Context: an optimization exercise on an open-source flow, tuned for small area, a short achievable clock period and few clock cycles per item. The choices shown serve that exercise and are no tape-out recipe.
At most, simulation tests tie the RTL to the original design; equivalence was not proved.
No functional check of the RTL was part of runs 1 and 2.

--- design/flow/design.v ---
module timing_fsm (
    input  wire        clk,
    input  wire        rst,
    input  wire        advance,
    input  wire [11:0] spt_i,
    input  wire [4:0]  loop_bars_i,
    output reg  [3:0]  bar,
    output reg  [6:0]  tick,
    output reg         tick_start
);
    localparam [6:0] BAR_LEN = 7'd72;
    reg [11:0] sot;         
    reg        sot_last;    
    reg        tick_last;   
    reg        bar_last;    
    wire tick_wrap = advance && sot_last;
    wire bar_wrap  = tick_wrap && tick_last;
    wire sl_hold = (sot + 12'd1 == spt_i);
    wire sl_step = sot_last ? (spt_i == 12'd1) : (sot + 12'd2 == spt_i);
    wire bl_hold = ({1'b0, bar} + 5'd1 == loop_bars_i);
    wire bl_step = bar_last ? (loop_bars_i == 5'd1) : ({1'b0, bar} + 5'd2 == loop_bars_i);
    always @(posedge clk) begin
        if (rst) begin
            bar        <= 4'd0;
            tick       <= 7'd0;
            sot        <= 12'd0;
            tick_start <= 1'b1;
            tick_last  <= 1'b0;
        end else if (advance) begin
            tick_start <= sot_last;
            if (sot_last) begin
                sot       <= 12'd0;
                tick_last <= (tick == BAR_LEN - 7'd2);
                if (tick_last) begin
                    tick <= 7'd0;
                    bar  <= bar_last ? 4'd0 : bar + 4'd1;
                end else begin
                    tick <= tick + 7'd1;
                end
            end else begin
                sot <= sot + 12'd1;
            end
        end
        sot_last <= (advance && !rst) ? sl_step : sl_hold;
        bar_last <= (bar_wrap && !rst) ? bl_step : bl_hold;
    end
endmodule
module ring_ctrl (
    input  wire       clk,
    input  wire       rst,
    input  wire       start_i,
    input  wire       complete_i,
    input  wire       issue,           
    output wire       may_issue,       
    input  wire       frame_done,      
    output reg  [1:0] filling,
    output reg  [4:0] frame_idx,
    output reg        stream_start_o,
    output wire [1:0] stream_slot_o
);
    reg [4:0] i_frame;
    reg [1:0] i_slot;
    reg       i_prefill;
    reg       prefill;
    reg       started;
    reg [1:0] playing;
    assign stream_slot_o = playing;
    assign may_issue = (i_frame != 5'd0) || i_prefill ||
                       (started && (i_slot != playing));
    always @(posedge clk) begin
        if (rst) begin
            i_frame   <= 5'd0;
            i_slot    <= 2'd0;
            i_prefill <= 1'b1;
        end else if (issue) begin
            i_frame <= i_frame + 5'd1;
            if (i_frame == 5'd31) begin
                i_slot <= i_slot + 2'd1;
                if (i_slot == 2'd3)
                    i_prefill <= 1'b0;
            end
        end
    end
    always @(posedge clk) begin
        if (rst) begin
            frame_idx <= 5'd0;
            filling   <= 2'd0;
            prefill   <= 1'b1;
        end else if (frame_done) begin
            frame_idx <= frame_idx + 5'd1;
            if (frame_idx == 5'd31) begin
                filling <= filling + 2'd1;
                if (filling == 2'd3)
                    prefill <= 1'b0;
            end
        end
    end
    always @(posedge clk) begin
        if (rst) begin
            playing        <= 2'd3;
            started        <= 1'b0;
            stream_start_o <= 1'b0;
        end else begin
            stream_start_o <= 1'b0;
            if (!started) begin
                if (start_i && !prefill) begin
                    started        <= 1'b1;
                    playing        <= playing + 2'd1;
                    stream_start_o <= 1'b1;
                end
            end else if (complete_i) begin
                playing        <= playing + 2'd1;
                stream_start_o <= 1'b1;
            end
        end
    end
endmodule
module voice_bank (
    input  wire        clk,
    input  wire        rst,
    input  wire        issue,       
    input  wire        init,        
    input  wire        trig_en,     
    input  wire [2:0]  trig_v,
    input  wire [3:0]  trig_lvl,
    input  wire        sub_en,      
    input  wire [17:0] smp_i,
    input  wire [95:0] len_i,
    output wire        item_last,   
    output wire        item_null,   
    output wire        item_new,    
    output wire [2:0]  item_v,      
    output wire [3:0]  item_lvl,
    output wire        trig_in_i,   
    output reg         samp_re_o,
    output reg  [2:0]  samp_k_o,
    output reg  [11:0] samp_i_o
);
    reg [11:0] pos [0:5];
    reg [3:0]  lvl [0:5];
    reg [5:0]  act;
    reg [5:0]  in_i;
    reg [5:0]  nxt;
    reg [5:0]  pend;
    reg        u_vld;       
    reg [5:0]  u_oh;
    reg [11:0] lenr;
    function [5:0] lowest;
        input [5:0] m;
        lowest = m & (~m + 6'd1);
    endfunction
    function [2:0] enc;
        input [5:0] oh;
        enc = {oh[4] | oh[5], oh[2] | oh[3], oh[1] | oh[3] | oh[5]};
    endfunction
    wire [11:0] pos_inc = samp_i_o + 12'd1;
    wire        wrap    = (pos_inc == lenr);
    wire [5:0]  act_cur = u_vld ? ((act & ~u_oh) | (wrap ? 6'd0 : u_oh)) : act;
    wire [5:0]  t_oh     = 6'd1 << trig_v;
    wire [5:0]  sel      = sub_en ? t_oh : nxt;
    wire        fwd      = u_vld && ((u_oh & nxt) != 6'd0);
    wire        cur_act  = (nxt & act_cur) != 6'd0;
    reg  [11:0] pos_sel;
    reg  [3:0]  lvl_sel;
    reg  [2:0]  k_sel;
    integer v;
    always @(*) begin
        pos_sel = 12'd0;
        lvl_sel = 4'd0;
        k_sel   = 3'd0;
        for (v = 0; v < 6; v = v + 1) begin
            pos_sel = pos_sel | (pos[v] & {12{nxt[v]}});
            lvl_sel = lvl_sel | (lvl[v] & {4{sel[v]}});
            k_sel   = k_sel | (smp_i[3*v +: 3] & {3{sel[v]}});
        end
    end
    wire [11:0] addr    = !cur_act ? 12'd0 : fwd ? pos_inc : pos_sel;
    wire [11:0] len_sel = len_i[12*k_sel +: 12];
    wire [5:0] rest = pend & ~nxt;
    assign item_last = (rest == 6'd0);
    assign item_null = (nxt == 6'd0);
    assign item_new  = !cur_act;
    assign item_v    = enc(sel);
    assign item_lvl  = lvl_sel;
    assign trig_in_i = (in_i & t_oh) != 6'd0;
    wire [5:0] in_next = (issue && !cur_act) ? (in_i | nxt) : in_i;
    wire [5:0] unc     = (issue && cur_act) ? nxt : 6'd0;
    wire [5:0] mask    = (issue && !item_last) ? rest : ~in_next;
    wire [5:0] grp_a   = mask & ~act_cur & ~unc;
    wire [5:0] grp_b   = mask & unc;
    wire [5:0] grp_c   = mask & act_cur & ~unc;
    wire [5:0] choice  = (grp_a != 6'd0) ? lowest(grp_a) :
                         (grp_b != 6'd0) ? grp_b : lowest(grp_c);
    always @(posedge clk) begin
        if (rst) begin
            act       <= 6'd0;
            in_i      <= 6'd0;
            lvl[0] <= 4'd0; lvl[1] <= 4'd0; lvl[2] <= 4'd0;
            lvl[3] <= 4'd0; lvl[4] <= 4'd0; lvl[5] <= 4'd0;
            nxt       <= 6'd0;
            pend      <= 6'd0;
            u_vld     <= 1'b0;
            samp_re_o <= 1'b0;
        end else begin
            u_vld     <= 1'b0;
            samp_re_o <= 1'b0;
            if (u_vld) begin
                act <= act_cur;
                for (v = 0; v < 6; v = v + 1)
                    if (u_oh[v])
                        pos[v] <= wrap ? 12'd0 : pos_inc;
            end
            if (trig_en) begin
                pos[trig_v]  <= 12'd1;
                lvl[trig_v]  <= trig_lvl;
                act[trig_v]  <= 1'b1;
                in_i[trig_v] <= 1'b0;
            end
            if (issue || init) begin
                nxt  <= choice;
                pend <= mask;
                in_i <= in_next;
            end
            if (issue) begin
                samp_re_o <= !item_null;
                u_vld     <= cur_act;
                u_oh      <= nxt;
            end
            if (sub_en)
                samp_re_o <= 1'b1;
        end
        samp_k_o <= k_sel;
        samp_i_o <= sub_en ? 12'd0 : addr;
        lenr     <= len_sel;
    end
endmodule
module emphasis_gain_multiplier (
    input  wire        clk,
    input  wire [2:0]  v1,         
    input  wire [3:0]  lvl1,       
    input  wire        neg1,       
    input  wire        zero1,      
    input  wire [47:0] vol_i,
    input  wire [15:0] s,          
    output reg  [24:0] gs          
);
    reg  [7:0] vol2;
    reg  [3:0] lvl2;
    reg        neg2;
    reg        zero2;
    always @(posedge clk) begin
        vol2  <= vol_i[8*v1 +: 8];
        lvl2  <= lvl1;
        neg2  <= neg1;
        zero2 <= zero1;
    end
    wire [8:0]  gain = {1'b0, lvl2, 3'b000} + {2'b00, lvl2, 2'b00} + {1'b0, vol2};
    wire [10:0] gb   = {1'b0, gain, 1'b0};
    reg  [4:0]  d_neg, d_one, d_two;
    reg  [15:0] s3;
    integer i;
    always @(posedge clk) begin
        for (i = 0; i < 5; i = i + 1) begin
            d_neg[i] <= (gb[2*i+2] ^ neg2) && !zero2;
            d_one[i] <= (gb[2*i+1] ^ gb[2*i]) && !zero2;
            d_two[i] <= ((gb[2*i +: 3] == 3'b011) || (gb[2*i +: 3] == 3'b100)) && !zero2;
        end
        s3 <= s;
    end
    wire [24:0] row [0:4];
    wire [24:0] fix;
    genvar g;
    generate
        for (g = 0; g < 5; g = g + 1) begin : rows
            wire [16:0] mag = d_one[g] ? {s3[15], s3} : d_two[g] ? {s3, 1'b0} : 17'd0;
            wire [16:0] sm  = mag ^ {17{d_neg[g]}};
            assign row[g] = {{8{1'b0}}, ~sm[16], sm[15:0]} << (2 * g);
        end
    endgenerate
    assign fix = 25'h0AB0000 | {16'd0, d_neg[4], 1'b0, d_neg[3], 1'b0,
                                d_neg[2], 1'b0, d_neg[1], 1'b0, d_neg[0]};
    function [49:0] csa;
        input [24:0] x, y, z;
        csa = {((x & y) | (x & z) | (y & z)) << 1, x ^ y ^ z};
    endfunction
    wire [49:0] l1a = csa(row[0], row[1], row[2]);
    wire [49:0] l1b = csa(row[3], row[4], fix);
    wire [49:0] l2  = csa(l1a[24:0], l1a[49:25], l1b[24:0]);
    wire [49:0] l3  = csa(l2[24:0], l2[49:25], l1b[49:25]);
    always @(posedge clk)
        gs <= l3[24:0] + l3[49:25];
endmodule
module mixer_acc (
    input  wire        clk,
    input  wire        rst,
    input  wire [2:0]  v3,         
    input  wire [35:0] pan_i,
    input  wire        vld,        
    input  wire        from_i,     
    input  wire        to_i,       
    input  wire        last,       
    input  wire [24:0] gs,
    output reg         we,
    output reg  [31:0] word
);
    wire [5:0] pan = pan_i[6*v3 +: 6];
    reg  [2:0] p_neg, p_one, p_two;
    always @(posedge clk) begin
        p_neg[0] <= pan[1];
        p_one[0] <= pan[0];
        p_two[0] <= pan[1] && !pan[0];
        p_neg[1] <= pan[3];
        p_one[1] <= pan[2] ^ pan[1];
        p_two[1] <= (pan[3:1] == 3'b011) || (pan[3:1] == 3'b100);
        p_neg[2] <= 1'b0;
        p_one[2] <= pan[4] ^ pan[3];
        p_two[2] <= (pan[4] && pan[3]) || pan[5];
    end
    reg  [30:0] f_l;
    reg  [25:0] f_s;
    reg  [30:0] i_l;
    reg  [25:0] i_s;
    reg         i_ok;      
    reg         wr;
    wire        use_i  = from_i && i_ok;
    wire [30:0] base_l = from_i ? (use_i ? i_l : 31'd0) : f_l;
    wire [25:0] base_s = from_i ? (use_i ? i_s : 26'd0) : f_s;
    wire [30:0] row [0:2];
    genvar g;
    generate
        for (g = 0; g < 3; g = g + 1) begin : rows
            wire [25:0] mag = p_one[g] ? {gs[24], gs} : p_two[g] ? {gs, 1'b0} : 26'd0;
            wire [25:0] sm  = mag ^ {26{p_neg[g]}};
            assign row[g] = {{4{1'b0}}, ~sm[25], sm[24:0]} << (2 * g);
        end
    endgenerate
    wire [30:0] fix = 31'h56000000 | {28'd0, p_neg[1], 1'b0, p_neg[0]};
    function [61:0] csa;
        input [30:0] x, y, z;
        csa = {((x & y) | (x & z) | (y & z)) << 1, x ^ y ^ z};
    endfunction
    wire [61:0] l1 = csa(row[0], row[1], row[2]);
    wire [61:0] l2 = csa(l1[30:0], l1[61:31], fix);
    wire [61:0] l3 = csa(l2[30:0], l2[61:31], base_l);
    wire [30:0] n_l = l3[30:0] + l3[61:31];
    wire [25:0] n_s = base_s + {gs[24], gs};
    wire [30:0] r = {f_s, 5'b00000} - f_l;
    always @(posedge clk) begin
        if (rst) begin
            i_ok <= 1'b0;
            wr   <= 1'b0;
            we   <= 1'b0;
        end else begin
            if (vld && to_i)
                i_ok <= 1'b1;
            wr <= vld && last;
            we <= wr;
        end
        f_l <= n_l;
        f_s <= n_s;
        if (vld && to_i) begin
            i_l <= n_l;
            i_s <= n_s;
        end
        word <= {f_l[30:15], r[30:15]};
    end
endmodule
module audio_sequencer_timing_fsm (
    input  wire        clk,
    input  wire        rst,             
    input  wire [11:0] spt_i,           
    input  wire [4:0]  loop_bars_i,     
    input  wire [35:0] pan_i,           
    input  wire [47:0] vol_i,           
    input  wire [17:0] smp_i,           
    input  wire [95:0] len_i,           
    input  wire        start_i,
    input  wire        complete_i,
    output wire        stream_start_o,
    output wire [1:0]  stream_slot_o,
    output wire        ring_we_o,
    output wire [1:0]  ring_slot_o,
    output wire [4:0]  ring_frame_o,
    output wire [31:0] ring_wdata_o,
    output reg         song_re_o,
    output wire [3:0]  song_b_o,
    input  wire [2:0]  song_d_i,
    output reg         pat_re_o,
    output reg  [2:0]  pat_p_o,
    output reg  [2:0]  pat_v_o,
    output wire [6:0]  pat_t_o,
    input  wire [7:0]  pat_d_i,
    output wire        samp_re_o,
    output wire [2:0]  samp_k_o,
    output wire [11:0] samp_i_o,
    input  wire [15:0] samp_d_i
);
    wire frame_start;
    wire may_issue;
    ring_ctrl u_ring (
        .clk            (clk),
        .rst            (rst),
        .start_i        (start_i),
        .complete_i     (complete_i),
        .issue          (frame_start),
        .may_issue      (may_issue),
        .frame_done     (ring_we_o),
        .filling        (ring_slot_o),
        .frame_idx      (ring_frame_o),
        .stream_start_o (stream_start_o),
        .stream_slot_o  (stream_slot_o)
    );
    wire [3:0] bar;
    wire [6:0] tick;
    wire       tick_start;
    timing_fsm u_timing (
        .clk         (clk),
        .rst         (rst),
        .advance     (frame_start),
        .spt_i       (spt_i),
        .loop_bars_i (loop_bars_i),
        .bar         (bar),
        .tick        (tick),
        .tick_start  (tick_start)
    );
    assign song_b_o = bar;
    assign pat_t_o  = tick;
    localparam [2:0] S_IDLE  = 3'd0,    
                     S_FRAME = 3'd1,    
                     S_SONG  = 3'd2,    
                     S_SDAT  = 3'd3,    
                     S_PAT   = 3'd4,    
                     S_TRIG  = 3'd5,    
                     S_INIT  = 3'd6,    
                     S_FIRST = 3'd7;    
    reg  [2:0] state;
    reg        pr_vld;         
    reg  [2:0] pr_v;
    reg        pd_vld;         
    reg  [2:0] pd_v;
    reg  [7:0] pd;
    wire       pd_hit = (pd[7:4] == 4'h3) && (pd[3:0] != 4'h0) && (pd[3:0] <= 4'h9);
    wire [3:0] pd_lvl = pd[3:0] - 4'd1;
    wire       trig   = pd_vld && pd_hit;
    assign frame_start = (state == S_IDLE && may_issue && !tick_start) ||
                         (state == S_FIRST);
    wire   issue       = frame_start || (state == S_FRAME);
    wire       item_last, item_null, item_new, trig_in_i;
    wire [2:0] item_v;
    wire [3:0] item_lvl;
    wire       sub = trig && trig_in_i;    
    voice_bank u_voices (
        .clk       (clk),
        .rst       (rst),
        .issue     (issue),
        .init      (state == S_INIT),
        .trig_en   (trig),
        .trig_v    (pd_v),
        .trig_lvl  (pd_lvl),
        .sub_en    (sub),
        .smp_i     (smp_i),
        .len_i     (len_i),
        .item_last (item_last),
        .item_null (item_null),
        .item_new  (item_new),
        .item_v    (item_v),
        .item_lvl  (item_lvl),
        .trig_in_i (trig_in_i),
        .samp_re_o (samp_re_o),
        .samp_k_o  (samp_k_o),
        .samp_i_o  (samp_i_o)
    );
    reg        t1_vld, t1_from, t1_to, t1_last, t1_neg, t1_zero;
    reg  [2:0] t1_v;
    reg  [3:0] t1_lvl;
    always @(posedge clk) begin
        if (rst) begin
            state     <= S_IDLE;
            song_re_o <= 1'b0;
            pat_re_o  <= 1'b0;
            pat_v_o   <= 3'd0;
            pat_p_o   <= 3'd0;
            pr_vld    <= 1'b0;
            pd_vld    <= 1'b0;
            t1_vld    <= 1'b0;
        end else begin
            song_re_o <= 1'b0;
            pr_vld    <= pat_re_o;
            pd_vld    <= pr_vld;
            t1_vld    <= issue || sub;
            case (state)
                S_IDLE: begin
                    if (may_issue && tick_start) begin
                        song_re_o <= 1'b1;
                        state     <= S_SONG;
                    end
                end
                S_SONG: state <= S_SDAT;
                S_SDAT: begin
                    pat_p_o  <= song_d_i;
                    pat_re_o <= 1'b1;
                    pat_v_o  <= 3'd0;
                    state    <= S_PAT;
                end
                S_PAT: begin
                    if (pat_v_o == 3'd5) begin
                        pat_re_o <= 1'b0;
                        state    <= S_TRIG;
                    end else begin
                        pat_v_o <= pat_v_o + 3'd1;
                    end
                end
                S_TRIG: begin
                    if (pd_vld && pd_v == 3'd5)
                        state <= S_INIT;
                end
                S_INIT: state <= S_FIRST;
                default: ;
            endcase
            if (issue)
                state <= item_last ? S_IDLE : S_FRAME;
        end
        pr_v    <= pat_v_o;
        pd_v    <= pr_v;
        pd      <= pat_d_i;
        t1_from <= frame_start || sub;
        t1_to   <= sub || (item_new && !item_null);
        t1_last <= issue && item_last;
        t1_neg  <= sub;
        t1_zero <= issue && item_null;
        t1_v    <= item_v;
        t1_lvl  <= item_lvl;
    end
    reg        t2_vld, t2_from, t2_to, t2_last;
    reg  [2:0] t2_v;
    reg        t3_vld, t3_from, t3_to, t3_last;
    reg  [2:0] t3_v;
    reg        t4_vld, t4_from, t4_to, t4_last;
    always @(posedge clk) begin
        if (rst) begin
            t2_vld <= 1'b0;
            t3_vld <= 1'b0;
            t4_vld <= 1'b0;
        end else begin
            t2_vld <= t1_vld;
            t3_vld <= t2_vld;
            t4_vld <= t3_vld;
        end
        {t2_from, t2_to, t2_last, t2_v} <= {t1_from, t1_to, t1_last, t1_v};
        {t3_from, t3_to, t3_last, t3_v} <= {t2_from, t2_to, t2_last, t2_v};
        {t4_from, t4_to, t4_last}       <= {t3_from, t3_to, t3_last};
    end
    wire [24:0] gs;
    emphasis_gain_multiplier u_gain (
        .clk    (clk),
        .v1     (t1_v),
        .lvl1   (t1_lvl),
        .neg1   (t1_neg),
        .zero1  (t1_zero),
        .vol_i  (vol_i),
        .s      (samp_d_i),
        .gs     (gs)
    );
    mixer_acc u_mix (
        .clk    (clk),
        .rst    (rst),
        .v3     (t3_v),
        .pan_i  (pan_i),
        .vld    (t4_vld),
        .from_i (t4_from),
        .to_i   (t4_to),
        .last   (t4_last),
        .gs     (gs),
        .we     (ring_we_o),
        .word   (ring_wdata_o)
    );
endmodule
--- design/flow/run.sh ---
#!/bin/bash
# synth_recipe.tcl (not shown) runs the flow's synth.tcl, then flattens the netlist and writes it again
# the make line also repeats each setting of config.mk as NAME=value (left out here)
make -C /OpenROAD-flow-scripts/flow DESIGN_CONFIG=/design/flow/config.mk WORK_HOME=/design/flow/orfs CLKGATE_MAP_FILE= SYNTH_SCRIPT=/design/flow/synth_recipe.tcl finish
--- design/flow/config.mk ---
export PLATFORM = sky130hd
export DESIGN_NAME = audio_sequencer_timing_fsm
export DESIGN_NICKNAME = audio_sequencer_timing_fsm
export VERILOG_FILES = /design/flow/design.v
export SDC_FILE = /design/flow/constraint.sdc
export NUM_CORES = 4
export LEC_CHECK = 0
export ABC_CLOCK_PERIOD_IN_PS = 4000
export CAP_MARGIN = 20
export CORE_MARGIN = 2
export CORE_UTILIZATION = 40
export PLACE_DENSITY = 0.6
export SLEW_MARGIN = 20
--- design/flow/constraint.sdc ---
create_clock -name core_clock -period 14.0 [get_ports {clk}]
set_input_delay 2.8000 -clock core_clock [delete_from_list [all_inputs] [get_ports {clk}]]
set_output_delay 2.8000 -clock core_clock [all_outputs]
set_load 0.01 [all_outputs]
==> flow_metrics.tcl, run 1 <==
set metrics [dict create \
    status "finished clean" \
    critPathRequiredTime_ps 14350 \
    critPathMaxStageDelay_ps 840 \
    start_util_pct 40.6 \
    die-area_um2 78000 \
    ys_seq_elements 487 \
    worst_hold_slack_ps 320 \
    syn_avg_cell_area_um2 8.91 \
    holdBufCountCts 0 \
    drive_gt1_share_pct 5.10 \
    first_pass_iters 5 \
    cp_common_cell "ha_1" \
    setup_violations 0 \
    crit_chain "nor2b_1, a22oi_1, xnor2_1, ha_1, ha_1, inv_1, fa_1, inv_1, ha_1, nor2b_1, o31a_1, o211ai_1, o221a_2, a211oi_1, a22o_1, o41ai_1, o21ai_0, a21oi_1, xnor2_1" \
    routed_wl_mm 79.8 \
    synth-main-ff-cell "dfxtp_1" \
    fmax_ghz 0.170 \
    clk_path_buf_depth 3 \
    io_buffers 323 \
    grt_pass1_vias 23700 \
    grt_overflow 0 \
    clk_pin_slew_ps 60 \
    diodes 0 \
    syn2layout_area_growth_pct 19.1 \
    die_h_um 279 \
    ant_nets 0 \
    tns_ps 0 \
    synth_edf_count 87 \
    path_max_fanout 19 \
    worstPathArrival_ps 6240 \
    worst-slew-pin-transition_ps 1190 \
    cap_viol_max_count 0 \
    grt_pass1_wl_mm 128 \
    post-cts-setup-buffers 0 \
    relSlewSlack_pct 20.1 \
    clock_sink_count 487 \
    rsz0062_at_grt "false" \
    drc 0 \
    htreeDepth 2 \
    seq_area_frac_synth_pct 35.0 \
    critPathKind "flop to flop" \
    yosys_warnings 6 \
    final_nets 4176 \
    period_share_pct 42.0 \
    netlist.area_leader.share_pct 26.4 \
    synth_cells 3400 \
    coreArea_um2 74700 \
    synth_area_um2 30300 \
    maxSlewViolCount 0 \
    antenna_found_initial 1 \
    hold_viol 0 \
    dr.first_iter.drc_count 1462 \
    rows 100 \
    clock_latency_ps 650 \
    yosysTopAreaCell "dfxtp_1" \
    clock_skew_ps 55.2 \
    postCtsResizedCells 0 \
    dieWidth_um 279 \
    yosys-top-cells-area "dfxtp_1, ha_1, edfxtp_1, fa_1, nand2_1" \
    cp-end-kind "flop" \
    worstSetupStartpointType "flop" \
    ios 324 \
    cts_tree "built" \
    min_path_type "flop to flop" \
    grt_max_degree 59 \
    async_flop_share_pct 0 \
    cts-buffers-inserted 55 \
    gp_congestion 0.885 \
    fin_crit_ps 5880 \
    yosysUniqueCellTypes 84 \
    grt_usage_pct 20.2 \
    vias 24100 \
    cts-root-buf "clkbuf_16" \
    vias_per_cell 5.20 \
    hpwl_mm 59.3 \
    wire_per_inst_um 17.2 \
    crit_path_top_delay_cell "dfxtp_1" \
]
routing by layer:
metal  share of wire (%)  global-route usage [%]  vias to the layer above
li1                    -                       -                    12100
met4                 2.2                    5.60                        0
met5                   0                       0                        -
met1                  45                    26.2                    11300
met3                 4.6                    2.86                       98
met2                  48                    35.0                      524
stage by stage:
stage / setup WS (ps) / cell area, µm² / cells / util (%)
2_1_floorplan: 8940 / 30300 / 3400 / -
3_3_place_gp: 8210 / 34200 / 4536 / 45.8
3_5_place_dp: 8140 / 34200 / 4536 / 45.8
4_1_cts: 8130 / 36100 / 4637 / 48.3
5_1_grt: 7600 / 36100 / 4637 / 48.3
6_report: 8120 / 36100 / 4637 / 48.3
worst paths after layout:
kind / from / end / slack, ps / cells after the start
worst max-delay path: u_mix.p_two[0]$_DFF_P_ / u_mix.i_l[27]$_DFFE_PP_ / 8120 / 19
worst min-delay path: t3_last$_DFF_P_ / t4_last$_DFF_P_ / 320 / 0
worst max register to register: u_mix.p_two[0]$_DFF_P_ / u_mix.i_l[27]$_DFFE_PP_ / 8120 / 19
worst min register to register: t3_last$_DFF_P_ / t4_last$_DFF_P_ / 320 / 0
registers in the layout (all words and copies together), names as in the netlist, 8 cells and up:
name / flops
u_voices.pos: 72
u_mix.word: 32
u_mix.f_l: 31
u_mix.i_l: 31
u_mix.f_s: 26
u_mix.i_s: 26
u_gain.gs: 25
u_voices.lvl: 24
u_gain.s3: 16
u_timing.sot: 12
u_voices.lenr: 12
u_voices.samp_i_o: 12
pd: 8
u_gain.vol2: 8
synthesized netlist by cell type, types with 23 or more instances:
cell type	instances
a21oi_1	205
o21ai_0	219
inv_1	284
nor2b_1	39
ha_1	210
a22oi_1	132
nand2_1	378
xnor2_1	156
dfxtp_1	400
nand2b_1	32
a21o_1	30
a211oi_1	23
nand3_1	77
xor2_1	127
nor3_1	72
nor2_1	227
fa_1	96
edfxtp_1	87
mux2i_1	99
clkbuf_1	149
final cells by class:
class,count,area [µm²]
Clock inverter,30,339
Clock buffer,71,1500
Timing Repair Buffer,350,3430
Inverter,286,1070
Sequential cell,487,10600
Multi-Input combinational cell,2444,17900
Fill cell,7146,38600
Tap cell,969,1210
worst max-delay path, delay by kind of cell, from the launching register on:
family / cells / cell delay, ps
buffers and inverters: 2 / 90
AND/OR/NAND/NOR: 2 / 750
adder cells (fa/ha/maj): 4 / 1420
XOR/XNOR: 2 / 260
AO/OA/AOI/OAI: 9 / 2290
flip-flops: 1 / 840
logic make-up (layout without fill, tap and decap cells):
kind of cell / count (synthesis) / count (layout) / share of synthesized area [%]
AO/OA/AOI/OAI: 777 / 777 / 16.2
XOR/XNOR: 291 / 291 / 8.75
adder cells (fa/ha/maj): 306 / 306 / 15.0
buffers and inverters: 469 / 737 / 5.99
flip-flops: 487 / 487 / 35.0
multiplexers: 134 / 134 / 5.12
AND/OR/NAND/NOR: 936 / 936 / 13.9
placed cells by master, fill, tap and decap left out, types with 32 or more instances in the layout:
master           Yosys  routed
xor2_1             127     127
nor2b_1             39      39
mux2i_1             99      99
inv_1              284     284
fa_1                96      96
nor2_1             227     227
ha_1               210     210
clkbuf_16            0      55
nand3_1             77      76
clkdlybuf4s50_1      0     322
a21oi_1            205     205
xnor2_1            156     156
a22oi_1            132     132
nand2b_1            32      32
edfxtp_1            87      87
o21ai_0            219     219
nand2_1            378     378
nor3_1              72      71
dfxtp_1            400     399
==> run 2, diff against run 1 <==
--- a/design/flow/config.mk
+++ b/design/flow/config.mk
@@ -8,3 +8,3 @@
 export ABC_CLOCK_PERIOD_IN_PS = 4000
-export CAP_MARGIN = 20
+export CAP_MARGIN = 70
 export CORE_MARGIN = 2
@@ -12,2 +12,2 @@
 export PLACE_DENSITY = 0.6
-export SLEW_MARGIN = 20
+export SLEW_MARGIN = 70
==> flow_metrics.tcl, run 2 <==
set metrics [dict create \
    cts_tree "built" \
    die_h_um 279 \
    hold_end "t3_to$_DFF_P_" \
    setup_violations 0 \
    clk_path_buf_depth 3 \
    worst-slew-pin-transition_ps 443 \
    cp-end-kind "flop" \
    min_path_type "flop to flop" \
    seq_area_frac_synth_pct 35.0 \
    clk_pin_slew_ps 60 \
    dieWidth_um 279 \
    layout_common_cells "nand2_1, dfxtp_1, clkdlybuf4s50_1, inv_1, nor2_1" \
    yosysTopAreaCell "dfxtp_1" \
    clock_sink_count 487 \
    final_common_cell "nand2_1" \
    tns_ps 0 \
    synth_edf_count 87 \
    worst_hold_slack_ps 325 \
    start_util_pct 40.6 \
    critPathKind "flop to flop" \
    clock_skew_ps 59.6 \
    relSlewSlack_pct 69.7 \
    worstSetupStartpointType "flop" \
    first_pass_iters 6 \
    grt_usage_pct 20.3 \
    holdBufCountCts 0 \
    syn2layout_area_growth_pct 21.8 \
    status "finished clean" \
    post-cts-setup-buffers 0 \
    hold_start "t2_to$_DFF_P_" \
    fin_ws_ps 8760 \
    fill_cells 7060 \
    yosysMostFrequentCell "dfxtp_1" \
    path_max_fanout 19 \
    grt_pass1_vias 23900 \
    critPathRequiredTime_ps 14350 \
    fmax_ghz 0.191 \
    grt_overflow 0 \
    worstPathArrival_ps 5590 \
    final_cells 4653 \
    ios 324 \
    coreArea_um2 74700 \
    rows 100 \
    netlist.area_leader.share_pct 26.4 \
    clock_latency_ps 650 \
    die-area_um2 78000 \
    synth_common_cells "dfxtp_1, nand2_1, inv_1" \
    hpwl_mm 59.9 \
    yosys_warnings 6 \
    maxSlewViolCount 0 \
    io_buffers 323 \
    seqCellArea_um2 10700 \
    routed_wl_mm 80.5 \
    ys_seq_elements 487 \
    hold_viol 0 \
    rsz0062_at_grt "false" \
    cts-buffers-inserted 54 \
    worstRegToRegCells 19 \
    r2r_start "u_mix.p_two[1]$_DFF_P_" \
    pre_cts_ws_ps 8770 \
    synth_cells 3400 \
    syn_avg_cell_area_um2 8.91 \
    multi_input_area_um2 18400 \
    synth-main-ff-cell "dfxtp_1" \
    yosys-top-cells-area "dfxtp_1, ha_1, edfxtp_1, fa_1, nand2_1" \
    crit_chain "nor2b_2, a22oi_1, xnor2_1, fa_1, ha_1, inv_1, fa_1, inv_1, ha_1, o21a_1, o31a_1, o211ai_1, o221a_2, a211oi_1, a22o_1, o41ai_2, o21ai_0, a21oi_1, xnor2_1" \
    grt_pass1_wl_mm 129 \
    crit_path_top_delay_cell "dfxtp_2" \
    ant_nets 0 \
    vias_per_cell 5.23 \
    gp_congestion 0.885 \
    htreeDepth 2 \
    synth_area_um2 30300 \
    cap_viol_max_count 0 \
    final_nets 4190 \
    period_share_pct 37.4 \
    dr.first_iter.drc_count 1602 \
    fin_crit_ps 5240 \
    wire_per_inst_um 17.3 \
    hold-path-cell-count 0 \
    cts-root-buf "clkbuf_16" \
    ff2ff_setup_slack_ps 8760 \
    dp.cells 4551 \
    drc 0 \
    drive_gt1_share_pct 8.31 \
    postCtsResizedCells 0 \
    vias 24300 \
    yosysUniqueCellTypes 84 \
    antenna_found_initial 1 \
    async_flop_share_pct 0 \
    reg2reg_to "u_mix.i_l[27]$_DFFE_PP_" \
    reg_top3 "u_voices.pos: 72 flops, u_mix.word: 32 flops" \
    largest_reg_flops 72 \
    critPathMaxStageDelay_ps 530 \
    grt_max_degree 59 \
    diodes 0 \
    regMostFlops "u_voices.pos" \
]
-- run 2: cell type report --
| class | instances | area share (%) |
|---|---|---|
| clock buffer | 71 | 4.06 |
| clock inverter | 31 | 1.20 |
| multi-input combinational | 2444 | 49.9 |
| sequential | 487 | 28.9 |
| tap | 969 | 3.29 |
| timing repair buffer | 365 | 9.72 |
| inverter | 286 | 2.91 |
-- run 2: cells by family (layout without fill, tap and decap cells) --
| kind of cell | after synthesis | after routing | synth area share (%) |
|---|---|---|---|
| simple gates | 936 | 936 | 13.9 |
| compound gates | 777 | 777 | 16.2 |
| flops | 487 | 487 | 35.0 |
| buf+inv | 469 | 753 | 5.99 |
| fa+ha+maj | 306 | 306 | 15.0 |
| xor+xnor | 291 | 291 | 8.75 |
| mux | 134 | 134 | 5.12 |
-- run 2: worst max-delay path by stage --
stage	startpoint	endpoint	slack, ps	depth (start not counted)
floorplan	u_mix.p_neg[0]$_DFF_P_	u_mix.i_l[30]$_DFFE_PP_	8940	19
global placement	u_mix.p_two[1]$_DFF_P_	u_mix.i_l[30]$_DFFE_PP_	8210	18
detailed placement	u_mix.p_one[0]$_DFF_P_	u_mix.i_l[30]$_DFFE_PP_	8770	18
CTS	u_mix.p_two[0]$_DFF_P_	u_mix.i_l[30]$_DFFE_PP_	8720	18
global route	u_mix.p_two[0]$_DFF_P_	u_mix.i_l[30]$_DFFE_PP_	8400	18
finish	u_mix.p_two[1]$_DFF_P_	u_mix.i_l[27]$_DFFE_PP_	8760	19
-- run 2: per-layer routing --
layer	wire (µm)	vias up	global-route usage [%]
met3	3880	110	2.93
li1	-	12200	-
met5	0	-	0
met4	1930	0	5.98
met1	35500	11400	26.3
met2	39200	573	35.1
-- run 2: critical path, delay by kind of cell, from the launching register on --
| kind | cells | cell delay, ps |
|---|---|---|
| xor gates and xnor gates | 2 | 310 |
| and+or+nand+nor | 1 | 390 |
| adders and majority gates | 4 | 1580 |
| DFF | 1 | 530 |
| buffers and inverters | 2 | 90 |
| AOI/OAI and AO/OA | 10 | 2050 |
-- run 2: stage by stage --
step | cell area, µm² | util (%)
2_1_floorplan | 30300 | -
3_3_place_gp | 34200 | 45.8
3_5_place_dp | 34900 | 46.7
4_1_cts | 36800 | 49.3
5_1_grt | 36900 | 49.4
6_report | 36900 | 49.4
==> run 3, diff against run 2 <==
--- a/design/flow/design.v
+++ b/design/flow/design.v
@@ -11,12 +11,3 @@
     localparam [6:0] BAR_LEN = 7'd72;
-    reg [11:0] sot;         
-    reg        sot_last;    
-    reg        tick_last;   
-    reg        bar_last;    
-    wire tick_wrap = advance && sot_last;
-    wire bar_wrap  = tick_wrap && tick_last;
-    wire sl_hold = (sot + 12'd1 == spt_i);
-    wire sl_step = sot_last ? (spt_i == 12'd1) : (sot + 12'd2 == spt_i);
-    wire bl_hold = ({1'b0, bar} + 5'd1 == loop_bars_i);
-    wire bl_step = bar_last ? (loop_bars_i == 5'd1) : ({1'b0, bar} + 5'd2 == loop_bars_i);
+    reg [11:0] sot;    
     always @(posedge clk) begin
@@ -27,11 +18,12 @@
             tick_start <= 1'b1;
-            tick_last  <= 1'b0;
         end else if (advance) begin
-            tick_start <= sot_last;
-            if (sot_last) begin
-                sot       <= 12'd0;
-                tick_last <= (tick == BAR_LEN - 7'd2);
-                if (tick_last) begin
+            if (sot + 12'd1 == spt_i) begin
+                sot        <= 12'd0;
+                tick_start <= 1'b1;
+                if (tick == BAR_LEN - 7'd1) begin
                     tick <= 7'd0;
-                    bar  <= bar_last ? 4'd0 : bar + 4'd1;
+                    if ({1'b0, bar} + 5'd1 == loop_bars_i)
+                        bar <= 4'd0;
+                    else
+                        bar <= bar + 4'd1;
                 end else begin
@@ -40,7 +32,6 @@
             end else begin
-                sot <= sot + 12'd1;
+                sot        <= sot + 12'd1;
+                tick_start <= 1'b0;
             end
         end
-        sot_last <= (advance && !rst) ? sl_step : sl_hold;
-        bar_last <= (bar_wrap && !rst) ? bl_step : bl_hold;
     end
@@ -358,9 +349,12 @@
         end
-        f_l <= n_l;
-        f_s <= n_s;
-        if (vld && to_i) begin
-            i_l <= n_l;
-            i_s <= n_s;
+        if (vld) begin
+            f_l <= n_l;
+            f_s <= n_s;
+            if (to_i) begin
+                i_l <= n_l;
+                i_s <= n_s;
+            end
         end
-        word <= {f_l[30:15], r[30:15]};
+        if (wr)
+            word <= {f_l[30:15], r[30:15]};
     end
--- a/design/flow/config.mk
+++ b/design/flow/config.mk
@@ -8,3 +8,3 @@
 export ABC_CLOCK_PERIOD_IN_PS = 4000
-export CAP_MARGIN = 70
+export CAP_MARGIN = 20
 export CORE_MARGIN = 2
@@ -12,2 +12,2 @@
 export PLACE_DENSITY = 0.6
-export SLEW_MARGIN = 70
+export SLEW_MARGIN = 20
==> flow_metrics.tcl, run 3 <==
set metrics [dict create \
    status "finished clean" \
    syn2layout_area_growth_pct 20.0 \
    wire_per_inst_um 17.7 \
    clock_latency_ps 650 \
    clk_pin_slew_ps 60 \
    worst-slew-pin-transition_ps 1120 \
    clk_path_buf_depth 3 \
    async_flop_share_pct 0 \
    synth_common_cells "nor2_1, dfxtp_1, inv_1" \
    worstSetupStartpointType "flop" \
    rows 101 \
    synth_area_um2 30400 \
    critPathKind "flop to flop" \
    antenna_found_initial 2 \
    grt_pass1_wl_mm 126 \
    setup_violations 0 \
    reg_top3 "u_voices.pos: 72 flops, u_mix.word: 32 flops" \
    yosysTopAreaCell "dfxtp_1" \
    io_buffers 323 \
    grt_max_degree 59 \
    hold_viol 0 \
    relSlewSlack_pct 24.9 \
    dieWidth_um 280 \
    grt_pass1_vias 22800 \
    maxSlewViolCount 0 \
    grt_usage_pct 20.0 \
    synth_edf_count 176 \
    post-cts-setup-buffers 0 \
    tns_ps 0 \
    cap_viol_max_count 0 \
    worstPathArrival_ps 6340 \
    rsz0062_at_grt "false" \
    start_util_pct 40.2 \
    ios 324 \
    final_common_cell "nor2_1" \
    cts_tree "built" \
    path_max_fanout 29 \
    cp-end-kind "flop" \
    vias 23500 \
    ys_seq_elements 484 \
    coreArea_um2 75600 \
    ant_nets 0 \
    cts-root-buf "clkbuf_16" \
    vias_per_cell 5.24 \
    drive_gt1_share_pct 5.28 \
    dp.cells 4381 \
    htreeDepth 2 \
    largest_reg_flops 72 \
    min_path_type "flop to flop" \
    period_share_pct 42.9 \
    final_nets 4009 \
    first_pass_iters 6 \
    netlist.area_leader.share_pct 20.3 \
    fin_crit_ps 6010 \
    postCtsResizedCells 0 \
    critPathRequiredTime_ps 14330 \
    clock_sink_count 484 \
    yosys_warnings 6 \
    grt_overflow 0 \
    clock_skew_ps 59.7 \
    routed_wl_mm 79.3 \
    die_h_um 280 \
    holdBufCountCts 0 \
    synth_cells 3213 \
    final_cells 4486 \
    yosysMostFrequentCell "nor2_1" \
    seq_area_frac_synth_pct 37.7 \
    synth-main-ff-cell "dfxtp_1" \
    yosysUniqueCellTypes 77 \
    hpwl_mm 58.4 \
    gp_congestion 0.839 \
    fmax_ghz 0.166 \
    die-area_um2 78200 \
    dr.first_iter.drc_count 1352 \
    cts-buffers-inserted 55 \
    syn_avg_cell_area_um2 9.46 \
    layout_common_cells "nor2_1, clkdlybuf4s50_1, dfxtp_1, inv_1, ha_1" \
    regMostFlops "u_voices.pos" \
    fill_cells 7131 \
    drc 0 \
    yosys-top-cells-area "dfxtp_1, edfxtp_1, ha_1, fa_1, xnor2_1" \
]
-- run 3: stage by stage --
step | utilization [%] | setup WS [ps] | instance area, µm² | hold slack [ps]
floorplan | - | 9040 | 30400 | 310
global placement | 45.6 | 8230 | 34500 | 311
detailed placement | 45.6 | 8160 | 34500 | 313
CTS | 48.3 | 8090 | 36500 | 327
global route | 48.3 | 7570 | 36500 | 329
finish | 48.3 | 7990 | 36500 | 326
-- run 3: layer usage --
layer | up-vias | track usage [%] | routed length (µm)
li1 | 11700 | - | -
met1 | 11200 | 26.4 | 34700
met2 | 550 | 34.6 | 39100
met3 | 110 | 2.50 | 3710
met4 | 0 | 5.20 | 1740
met5 | - | 0 | 0
-- run 3: final cells by class --
class / instances / area, µm² / share of cell area [%]
inverters: 277 / 1040 / 2.85
clock inverters: 33 / 439 / 1.20
repair buffers: 352 / 3450 / 9.45
flip-flops and latches: 484 / 11500 / 31.4
diodes: 1 / 2.50 / 0.00686
well taps: 978 / 1220 / 3.35
clock buffers: 71 / 1550 / 4.25
multi-input cells: 2290 / 17300 / 47.5
-- run 3: kinds of logic after synthesis --
logic type,count (synthesis),share of synthesized area (%)
mux,131,4.96
compound gates,709,15.3
fa+ha+maj,303,14.8
flops,484,37.7
xor+xnor,290,8.68
buf+inv,439,5.48
simple gates,857,13.1
-- run 3: worst paths after layout --
check,startpoint,to,slack [ps],depth (start not counted)
worst max-delay path,u_mix.p_one[0]$_DFF_P_,u_mix.f_l[30]$_DFFE_PP_,7990,20
worst max register to register,u_mix.p_one[0]$_DFF_P_,u_mix.f_l[30]$_DFFE_PP_,7990,20
worst min-delay path,t2_to$_DFF_P_,t3_to$_DFF_P_,330,0
worst min register to register,t2_to$_DFF_P_,t3_to$_DFF_P_,330,0
-- run 3: worst max-delay path, cell delays in order (launching register included) --
cell and delay (ps):
dfxtp_1 1000, nor2b_1 100, buf_4 250, a22oi_1 210
xnor2_1 160, fa_1 450, ha_1 280, inv_1 40
fa_1 470, inv_1 40, ha_1 310, o21ai_0 80
nor2_1 90, o41ai_1 510, a31oi_1 310, a211o_1 350
and3_1 190, nor3_1 380, nor3_1 160, o211ai_1 200
nand3_1 110
Testbench counts of run 3, summed over its fixed seeds: cycles 18,904, frames 16,384.
==> run 4, diff against run 3 <==
--- a/design/flow/design.v
+++ b/design/flow/design.v
@@ -11,3 +11,12 @@
     localparam [6:0] BAR_LEN = 7'd72;
-    reg [11:0] sot;    
+    reg [11:0] sot;         
+    reg        sot_last;    
+    reg        tick_last;   
+    reg        bar_last;    
+    wire tick_wrap = advance && sot_last;
+    wire bar_wrap  = tick_wrap && tick_last;
+    wire sl_hold = (sot + 12'd1 == spt_i);
+    wire sl_step = sot_last ? (spt_i == 12'd1) : (sot + 12'd2 == spt_i);
+    wire bl_hold = ({1'b0, bar} + 5'd1 == loop_bars_i);
+    wire bl_step = bar_last ? (loop_bars_i == 5'd1) : ({1'b0, bar} + 5'd2 == loop_bars_i);
     always @(posedge clk) begin
@@ -18,12 +27,11 @@
             tick_start <= 1'b1;
+            tick_last  <= 1'b0;
         end else if (advance) begin
-            if (sot + 12'd1 == spt_i) begin
-                sot        <= 12'd0;
-                tick_start <= 1'b1;
-                if (tick == BAR_LEN - 7'd1) begin
+            tick_start <= sot_last;
+            if (sot_last) begin
+                sot       <= 12'd0;
+                tick_last <= (tick == BAR_LEN - 7'd2);
+                if (tick_last) begin
                     tick <= 7'd0;
-                    if ({1'b0, bar} + 5'd1 == loop_bars_i)
-                        bar <= 4'd0;
-                    else
-                        bar <= bar + 4'd1;
+                    bar  <= bar_last ? 4'd0 : bar + 4'd1;
                 end else begin
@@ -32,6 +40,7 @@
             end else begin
-                sot        <= sot + 12'd1;
-                tick_start <= 1'b0;
+                sot <= sot + 12'd1;
             end
         end
+        sot_last <= (advance && !rst) ? sl_step : sl_hold;
+        bar_last <= (bar_wrap && !rst) ? bl_step : bl_hold;
     end
@@ -260,4 +269,5 @@
     end
+    localparam [8:0] K_S1 = 9'b010101011;    
+    localparam [8:0] K_S0 = 9'b010101100;    
     wire [24:0] row [0:4];
-    wire [24:0] fix;
     genvar g;
@@ -265,9 +275,12 @@
         for (g = 0; g < 5; g = g + 1) begin : rows
-            wire [16:0] mag = d_one[g] ? {s3[15], s3} : d_two[g] ? {s3, 1'b0} : 17'd0;
+            wire [16:0] mag = ({17{d_one[g]}} & {s3[15], s3}) | ({17{d_two[g]}} & {s3, 1'b0});
             wire [16:0] sm  = mag ^ {17{d_neg[g]}};
-            assign row[g] = {{8{1'b0}}, ~sm[16], sm[15:0]} << (2 * g);
+            if (g == 0) begin : r0
+                assign row[g] = {(sm[16] ? K_S1 : K_S0), sm[15:0]};
+            end else begin : rn
+                assign row[g] = ({8'd0, ~sm[16], sm[15:0]} << (2 * g)) | ({24'd0, d_neg[g-1]} << (2 * g - 2));
+            end
         end
     endgenerate
-    assign fix = 25'h0AB0000 | {16'd0, d_neg[4], 1'b0, d_neg[3], 1'b0,
-                                d_neg[2], 1'b0, d_neg[1], 1'b0, d_neg[0]};
+    wire [24:0] row5 = {16'd0, d_neg[4], 8'd0};
     function [49:0] csa;
@@ -277,3 +290,3 @@
     wire [49:0] l1a = csa(row[0], row[1], row[2]);
-    wire [49:0] l1b = csa(row[3], row[4], fix);
+    wire [49:0] l1b = csa(row[3], row[4], row5);
     wire [49:0] l2  = csa(l1a[24:0], l1a[49:25], l1b[24:0]);
@@ -288,4 +301,4 @@
     input  wire [35:0] pan_i,
+    input  wire        from_i3,    
     input  wire        vld,        
-    input  wire        from_i,     
     input  wire        to_i,       
@@ -315,5 +328,11 @@
     reg         wr;
-    wire        use_i  = from_i && i_ok;
-    wire [30:0] base_l = from_i ? (use_i ? i_l : 31'd0) : f_l;
-    wire [25:0] base_s = from_i ? (use_i ? i_s : 26'd0) : f_s;
+    reg         use_i, use_f;
+    always @(posedge clk) begin
+        use_i <= from_i3 && (i_ok || (vld && to_i));
+        use_f <= !from_i3;
+    end
+    wire [30:0] base_l = ({31{use_i}} & i_l) | ({31{use_f}} & f_l);
+    wire [25:0] base_s = ({26{use_i}} & i_s) | ({26{use_f}} & f_s);
+    localparam [5:0] K_S1 = 6'b101011;    
+    localparam [5:0] K_S0 = 6'b101100;    
     wire [30:0] row [0:2];
@@ -322,8 +341,11 @@
         for (g = 0; g < 3; g = g + 1) begin : rows
-            wire [25:0] mag = p_one[g] ? {gs[24], gs} : p_two[g] ? {gs, 1'b0} : 26'd0;
+            wire [25:0] mag = ({26{p_one[g]}} & {gs[24], gs}) | ({26{p_two[g]}} & {gs, 1'b0});
             wire [25:0] sm  = mag ^ {26{p_neg[g]}};
-            assign row[g] = {{4{1'b0}}, ~sm[25], sm[24:0]} << (2 * g);
+            if (g == 0) begin : r0
+                assign row[g] = {(sm[25] ? K_S1 : K_S0), sm[24:0]};
+            end else begin : rn
+                assign row[g] = ({5'd0, ~sm[25], sm[24:0]} << (2 * g)) | ({30'd0, p_neg[g-1]} << (2 * g - 2));
+            end
         end
     endgenerate
-    wire [30:0] fix = 31'h56000000 | {28'd0, p_neg[1], 1'b0, p_neg[0]};
     function [61:0] csa;
@@ -333,5 +355,4 @@
     wire [61:0] l1 = csa(row[0], row[1], row[2]);
-    wire [61:0] l2 = csa(l1[30:0], l1[61:31], fix);
-    wire [61:0] l3 = csa(l2[30:0], l2[61:31], base_l);
-    wire [30:0] n_l = l3[30:0] + l3[61:31];
+    wire [61:0] l2 = csa(l1[30:0], l1[61:31], base_l);
+    wire [30:0] n_l = l2[30:0] + l2[61:31];
     wire [25:0] n_s = base_s + {gs[24], gs};
@@ -349,12 +370,9 @@
         end
-        if (vld) begin
-            f_l <= n_l;
-            f_s <= n_s;
-            if (to_i) begin
-                i_l <= n_l;
-                i_s <= n_s;
-            end
+        f_l <= n_l;
+        f_s <= n_s;
+        if (vld && to_i) begin
+            i_l <= n_l;
+            i_s <= n_s;
         end
-        if (wr)
-            word <= {f_l[30:15], r[30:15]};
+        word <= {f_l[30:15], r[30:15]};
     end
@@ -531,3 +549,3 @@
     reg  [2:0] t3_v;
-    reg        t4_vld, t4_from, t4_to, t4_last;
+    reg        t4_vld, t4_to, t4_last;
     always @(posedge clk) begin
@@ -544,3 +562,3 @@
         {t3_from, t3_to, t3_last, t3_v} <= {t2_from, t2_to, t2_last, t2_v};
-        {t4_from, t4_to, t4_last}       <= {t3_from, t3_to, t3_last};
+        {t4_to, t4_last}                <= {t3_to, t3_last};
     end
@@ -562,4 +580,4 @@
         .pan_i  (pan_i),
+        .from_i3(t3_from),
         .vld    (t4_vld),
-        .from_i (t4_from),
         .to_i   (t4_to),
--- a/design/flow/config.mk
+++ b/design/flow/config.mk
@@ -8,3 +8,3 @@
 export ABC_CLOCK_PERIOD_IN_PS = 4000
-export CAP_MARGIN = 20
+export CAP_MARGIN = 70
 export CORE_MARGIN = 2
@@ -12,2 +12,2 @@
 export PLACE_DENSITY = 0.6
-export SLEW_MARGIN = 20
+export SLEW_MARGIN = 70
==> flow_metrics.tcl, run 4 <==
set metrics [dict create \
    status "finished clean" \
    period_share_pct 39.5 \
    grt_overflow 0 \
    r2r_start "u_gain.d_one[0]$_DFF_P_" \
    final_cells 4401 \
    antenna_found_initial 6 \
    layout_common_cells "dfxtp_1, nand2_1, clkdlybuf4s50_1, nor2_1" \
    dp.cells 4298 \
    start_util_pct 40.5 \
    worstRegToRegCells 20 \
    synth_cells 3172 \
    tns_ps 0 \
    clk_path_buf_depth 3 \
    ff2ff_setup_slack_ps 8460 \
    vias_per_cell 5.36 \
    critPathRequiredTime_ps 14550 \
    clock_latency_ps 640 \
    cts-buffers-inserted 53 \
    hold_start "t3_to$_DFF_P_" \
    hold-path-cell-count 0 \
    hold_viol 0 \
    reg_top3 "u_voices.pos: 72 flops, u_mix.word: 32 flops" \
    grt_max_degree 50 \
    yosys.area_share.adder_pct 14.6 \
    drive_gt1_share_pct 8.43 \
    gp_congestion 0.903 \
    postCtsResizedCells 0 \
    vias 23600 \
    yosys.area_share.simple_pct 14.6 \
    yosysTopAreaCell "dfxtp_1" \
    yosysMostFrequentCell "dfxtp_1" \
    clock_skew_ps 38.7 \
    synth_edf_count 87 \
    yosysUniqueCellTypes 91 \
    cts-root-buf "clkbuf_16" \
    htreeDepth 2 \
    post-cts-setup-buffers 0 \
    synth_xor_area_share_pct 8.64 \
    grt_pass1_wl_mm 124 \
    hpwl_mm 58.5 \
    critPathKind "flop to flop" \
    syn2layout_area_growth_pct 22.2 \
    seq_area_frac_synth_pct 36.7 \
    coreArea_um2 71600 \
    path_max_fanout 17 \
    yosys_warnings 6 \
    rsz0062_at_grt "false" \
    fmax_ghz 0.181 \
    min_path_type "flop to flop" \
    hold_end "t4_to$_DFF_P_" \
    synth_common_cells "dfxtp_1, nand2_1, nor2_1" \
    synthMuxAreaShare_pct 2.08 \
    regMostFlops "u_voices.pos" \
    ios 324 \
    cap_viol_max_count 0 \
    synth_compound_area_share_pct 18.7 \
    worstSetupStartpointType "flop" \
    grt_usage_pct 20.6 \
    io_buffers 323 \
    worst-slew-pin-transition_ps 461 \
    synth_area_um2 29000 \
    die_h_um 273 \
    drc 0 \
    die-area_um2 74700 \
    netlist.area_leader.share_pct 27.7 \
    routed_wl_mm 78.6 \
    synth_top_family_by_area "compound AO/OA/AOI/OAI gates" \
    maxSlewViolCount 0 \
    fill_cells 6760 \
    cts_tree "built" \
    synth-main-ff-cell "dfxtp_1" \
    wire_per_inst_um 17.9 \
    ys_seq_elements 488 \
    async_flop_share_pct 0 \
    worstPathArrival_ps 6080 \
    largest_reg_flops 72 \
    final_nets 3929 \
    dieWidth_um 273 \
    relSlewSlack_pct 69.1 \
    multi_input_area_um2 17400 \
    dr.first_iter.drc_count 2007 \
    fin_crit_ps 5540 \
    grt_pass1_vias 22700 \
    yosys-top-cells-area "dfxtp_1, edfxtp_1, ha_1, fa_1, xnor2_1" \
    final_common_cell "dfxtp_1" \
    holdBufCountCts 0 \
    reg2reg_to "u_gain.gs[24]$_DFF_P_" \
    setup_violations 0 \
    rows 98 \
    clk_pin_slew_ps 60 \
    seqCellArea_um2 10700 \
    first_pass_iters 6 \
    ant_nets 0 \
    cp-end-kind "flop" \
    clock_sink_count 488 \
    syn_avg_cell_area_um2 9.14 \
]
## run 4: worst max-delay path by stage
stage | startpoint | to | cells after the start
after floorplan | u_gain.d_neg[0]$_DFF_P_ | u_gain.gs[24]$_DFF_P_ | 21
after global placement | u_gain.d_neg[0]$_DFF_P_ | u_gain.gs[24]$_DFF_P_ | 19
after detailed placement | u_gain.d_one[0]$_DFF_P_ | u_gain.gs[24]$_DFF_P_ | 20
after CTS | u_gain.d_one[0]$_DFF_P_ | u_gain.gs[24]$_DFF_P_ | 20
after global routing | u_gain.s3[4]$_DFF_P_ | u_gain.gs[24]$_DFF_P_ | 20
final | u_gain.d_one[0]$_DFF_P_ | u_gain.gs[24]$_DFF_P_ | 20
## run 4: worst max-delay path, stage by stage, from the launching register on
cell and delay, ps:
dfxtp_2 520, a22oi_1 180, xnor2_1 180, fa_1 540, inv_1 50, fa_1 520
inv_1 40, ha_1 190, ha_1 340, a31oi_1 220, nor2b_1 90, o21a_1 190
o31a_1 280, o41ai_2 330, o21ai_0 260, or4_1 450, a31oi_1 320, nor2b_1 90
o21a_1 190, o41ai_1 310, xnor2_1 160
## run 4: cell type report
class                           count  area share [%]
Sequential cell                   488            30.2
Multi-Input combinational cell   2324            49.1
Tap cell                          950            3.35
Clock inverter                     25           0.872
Clock buffer                       74            4.42
Antenna cell                        1         0.00706
Inverter                          178            1.89
Timing Repair Buffer              361            10.1
## run 4: logic make-up after synthesis
| logic type | after synthesis |
|---|---|
| flops | 488 |
| simple gates | 932 |
| compound gates | 790 |
| fa+ha+maj | 277 |
| mux | 42 |
| xor+xnor | 283 |
| buf+inv | 360 |
## run 4: stage by stage
stage                     hold WS, ps  utilization, %  cell area, µm²  setup slack, ps
after floorplan                   310               -           29000             8280
after global placement            311            46.0           32900             7970
after detailed placement          312            46.7           33500             8480
after CTS                         325            49.3           35300             8450
after global routing              330            49.5           35400             8080
final                             323            49.5           35400             8460
## run 4: per-layer routing
| metal | GRT usage [%] | vias to the layer above | wire length (µm) |
|---|---|---|---|
| met5 | 0 | - | 41 |
| met4 | 6.36 | 6 | 2220 |
| met3 | 3.11 | 123 | 4300 |
| met2 | 34.0 | 661 | 36500 |
| met1 | 27.7 | 11200 | 35500 |
| li1 | - | 11600 | - |
Testbench counts of run 4, summed over its fixed seeds: cycles 18,904, frames 16,384.
==> run 5, diff against run 4 <==
--- a/design/flow/design.v
+++ b/design/flow/design.v
@@ -293,4 +293,15 @@
     wire [49:0] l3  = csa(l2[24:0], l2[49:25], l1b[49:25]);
+    wire [24:0] sum;
+    fast_add #(.W(25)) u_add (.a(l3[24:0]), .b(l3[49:25]), .s(sum));
     always @(posedge clk)
-        gs <= l3[24:0] + l3[49:25];
+        gs <= sum;
+endmodule
+module fast_add #(
+    parameter W = 8
+) (
+    input  wire [W-1:0] a,
+    input  wire [W-1:0] b,
+    output wire [W-1:0] s
+);
+    assign s = a + b;
 endmodule
@@ -356,3 +367,4 @@
     wire [61:0] l2 = csa(l1[30:0], l1[61:31], base_l);
-    wire [30:0] n_l = l2[30:0] + l2[61:31];
+    wire [30:0] n_l;
+    fast_add #(.W(31)) u_add (.a(l2[30:0]), .b(l2[61:31]), .s(n_l));
     wire [25:0] n_s = base_s + {gs[24], gs};
--- a/design/flow/config.mk
+++ b/design/flow/config.mk
@@ -11,3 +11,5 @@
 export CORE_UTILIZATION = 40
+export CTS_BUF_LIST = sky130_fd_sc_hd__clkbuf_8
 export PLACE_DENSITY = 0.6
 export SLEW_MARGIN = 70
+export SYNTH_HIERARCHICAL = 1
==> flow_metrics.tcl, run 5 <==
set metrics [dict create \
    fill_cells 7424 \
    critPathKind "flop to output port" \
    syn2layout_area_growth_pct 20.5 \
    clk_path_buf_depth 3 \
    path_max_fanout 7 \
    cp-end-kind "output port" \
    syn_avg_cell_area_um2 9.11 \
    htreeDepth 3 \
    largest_reg_flops 72 \
    yosysMostFrequentCell "dfxtp_1" \
    setup_violations 0 \
    final_nets 4201 \
    postCtsResizedCells 0 \
    seq_area_frac_synth_pct 34.1 \
    clock_latency_ps 720 \
    synth_cells 3425 \
    clock_skew_ps 50.3 \
    vias_per_cell 5.51 \
    yosys-top-cells-area "dfxtp_1, edfxtp_1, ha_1, fa_1, xnor2_1" \
    hold_viol 0 \
    synth_area_um2 31200 \
    routed_wl_mm 92.1 \
    clock_sink_count 488 \
    layout_common_cells "nand2_1, dfxtp_1, clkdlybuf4s50_1, a21oi_1, nor2_1" \
    period_share_pct 33.3 \
    first_pass_iters 6 \
    vias 26400 \
    regMostFlops "u_voices.pos" \
    grt_usage_pct 22.4 \
    status "finished clean" \
    crit_buf_inv 1 \
    hpwl_mm 67.4 \
    worstSetupStartpointType "flop" \
    die_h_um 283 \
    fin_ws_ps 9330 \
    synth_edf_count 87 \
    holdBufCountCts 0 \
    drc 0 \
    grt_max_degree 58 \
    dr.first_iter.drc_count 1894 \
    ff2ff_setup_slack_ps 9510 \
    dieWidth_um 283 \
    cts-buffers-inserted 89 \
    critPathMaxStageDelay_ps 610 \
    seqCellArea_um2 10700 \
    ios 324 \
    yosys_warnings 12 \
    coreArea_um2 77300 \
    start_util_pct 40.4 \
    post-cts-setup-buffers 0 \
    async_flop_share_pct 0 \
    wire_per_inst_um 19.2 \
    cts_tree "built" \
    fmax_ghz 0.214 \
    crit_chain "clkdlybuf4s50_1" \
    netlist.area_leader.share_pct 25.7 \
    synth-main-ff-cell "dfxtp_1" \
    rsz0062_at_grt "false" \
    ys_seq_elements 488 \
    multi_input_area_um2 19500 \
    fin_crit_ps 4670 \
    min_path_type "flop to flop" \
    pre_cts_ws_ps 8810 \
    worstPathArrival_ps 1870 \
    critPathRequiredTime_ps 11200 \
    cp_top_family "buffers and inverters" \
    gp_congestion 0.899 \
    yosysUniqueCellTypes 124 \
    yosysTopAreaCell "dfxtp_1" \
    antenna_found_initial 2 \
    synth_common_cells "dfxtp_1, nand2_1, a21oi_1" \
    drive_gt1_share_pct 10.9 \
    maxSlewViolCount 0 \
    crit_path_top_delay_cell "clkdlybuf4s50_1" \
    final_common_cell "nand2_1" \
    grt_pass1_vias 26000 \
    cap_viol_max_count 0 \
    ant_nets 0 \
    io_buffers 323 \
    tns_ps 0 \
    grt_overflow 0 \
    cts-root-buf "clkbuf_8" \
    rows 102 \
    die-area_um2 80300 \
    reg_top3 "u_voices.pos: 72 flops, u_mix.word: 32 flops" \
    grt_pass1_wl_mm 146 \
    clk_pin_slew_ps 60 \
]
-- run 5: kinds of logic after synthesis --
family	count (synthesis)	synth area share, %
simple gates	1048	16.2
compound gates	896	20.2
flops	488	34.1
buf+inv	364	4.93
xor+xnor	289	8.39
fa+ha+maj	284	13.8
mux	54	2.35
other cells	2	0.0241
-- run 5: path summary, 6_finish.rpt --
kind | from | to | depth (start not counted)
setup / recovery | u_voices.samp_i_o[6]$_SDFF_PP0_ | samp_i_o[6] | 1
hold / removal | t1_zero$_DFF_P_ | u_gain.zero2$_DFF_P_ | 0
setup reg to reg | u_gain.d_one[1]$_DFF_P_ | u_gain.gs[22]$_DFF_P_ | 12
hold reg to reg | t1_zero$_DFF_P_ | u_gain.zero2$_DFF_P_ | 0
-- run 5: per-stage QoR --
stage          utilization, %  cells  area, µm²  hold slack [ps]
2_1_floorplan               -   3429      31200              310
3_3_place_gp             45.4   4614      35100              310
3_5_place_dp             46.0   4620      35500              312
4_1_cts                  48.5   4787      37500              326
5_1_grt                  48.6   4791      37600              334
6_report                 48.6   4792      37600              324
-- run 5: area by class of cell --
type,count,area share (%)
Multi-Input combinational cell,2577,51.7
Sequential cell,488,28.5
Timing Repair Buffer,364,9.52
Clock buffer,99,3.62
Tap cell,1040,3.46
Clock inverter,68,1.57
Inverter,154,1.54
Antenna cell,2,0.0133
-- run 5: per-layer routing --
metal | GRT usage, % | vias up | wire (µm)
met3 | 2.98 | 156 | 4650
met4 | 7.54 | 0 | 2640
met5 | 0 | - | 0
li1 | - | 12800 | -
met2 | 36.7 | 760 | 43100
met1 | 30.4 | 12700 | 41700
-- run 5: modules after synthesis (local to each module, per instance), excerpt --
module                      copies in the design  cells  area, µm²
audio_sequencer_timing_fsm                     1    140       1730
emphasis_gain_multiplier                       1    476       5330
mixer_acc                                      1    884       9510
ring_ctrl                                      1     93        881
timing_fsm                                     1    267       2090
voice_bank                                     1   1104       8460
Testbench counts of run 5, summed over its fixed seeds: cycles 18,904, frames 16,384.

==> re-timing with driven ports <==
In the flow no input, the clock included, has a driving cell. The finished layouts below were timed again as built, in two steps.
Step 1, drivers: a clkbuf_16 drives clk and a buf_2 each remaining input, both assumed.
Step 2 also shifts input and output timing later by t, the mid clock arrival at the registers, as if the neighbouring blocks saw the same clock.
a / b / c = ideal ports / drivers / drivers and shift; a / b = the first two.
run	shift t [ns]	setup WS [ns]	hold WS [ns]	worst register clock-pin slew, ns	worst slew at a driven data input, ns
run 1	0.682	8.117 / 8.117 / 8.117	0.320 / 0.320 / 0.320	0.07 / 0.07	0.08
run 2	0.681	8.761 / 8.761 / 8.761	0.325 / 0.325 / 0.325	0.07 / 0.07	0.08
run 3	0.687	7.989 / 7.989 / 7.989	0.326 / 0.326 / 0.326	0.07 / 0.07	0.11
run 4	0.677	8.464 / 8.464 / 8.464	0.323 / 0.323 / 0.323	0.07 / 0.07	0.12
run 5	0.746	9.334 / 9.278 / 8.933	0.324 / 0.324 / 0.324	0.07 / 0.07	0.15
After both steps setup and hold are still met in every run listed. The setup slack of run 5, which loses most, moves by -0.056 ns with the drivers and by -0.401 ns with both steps.
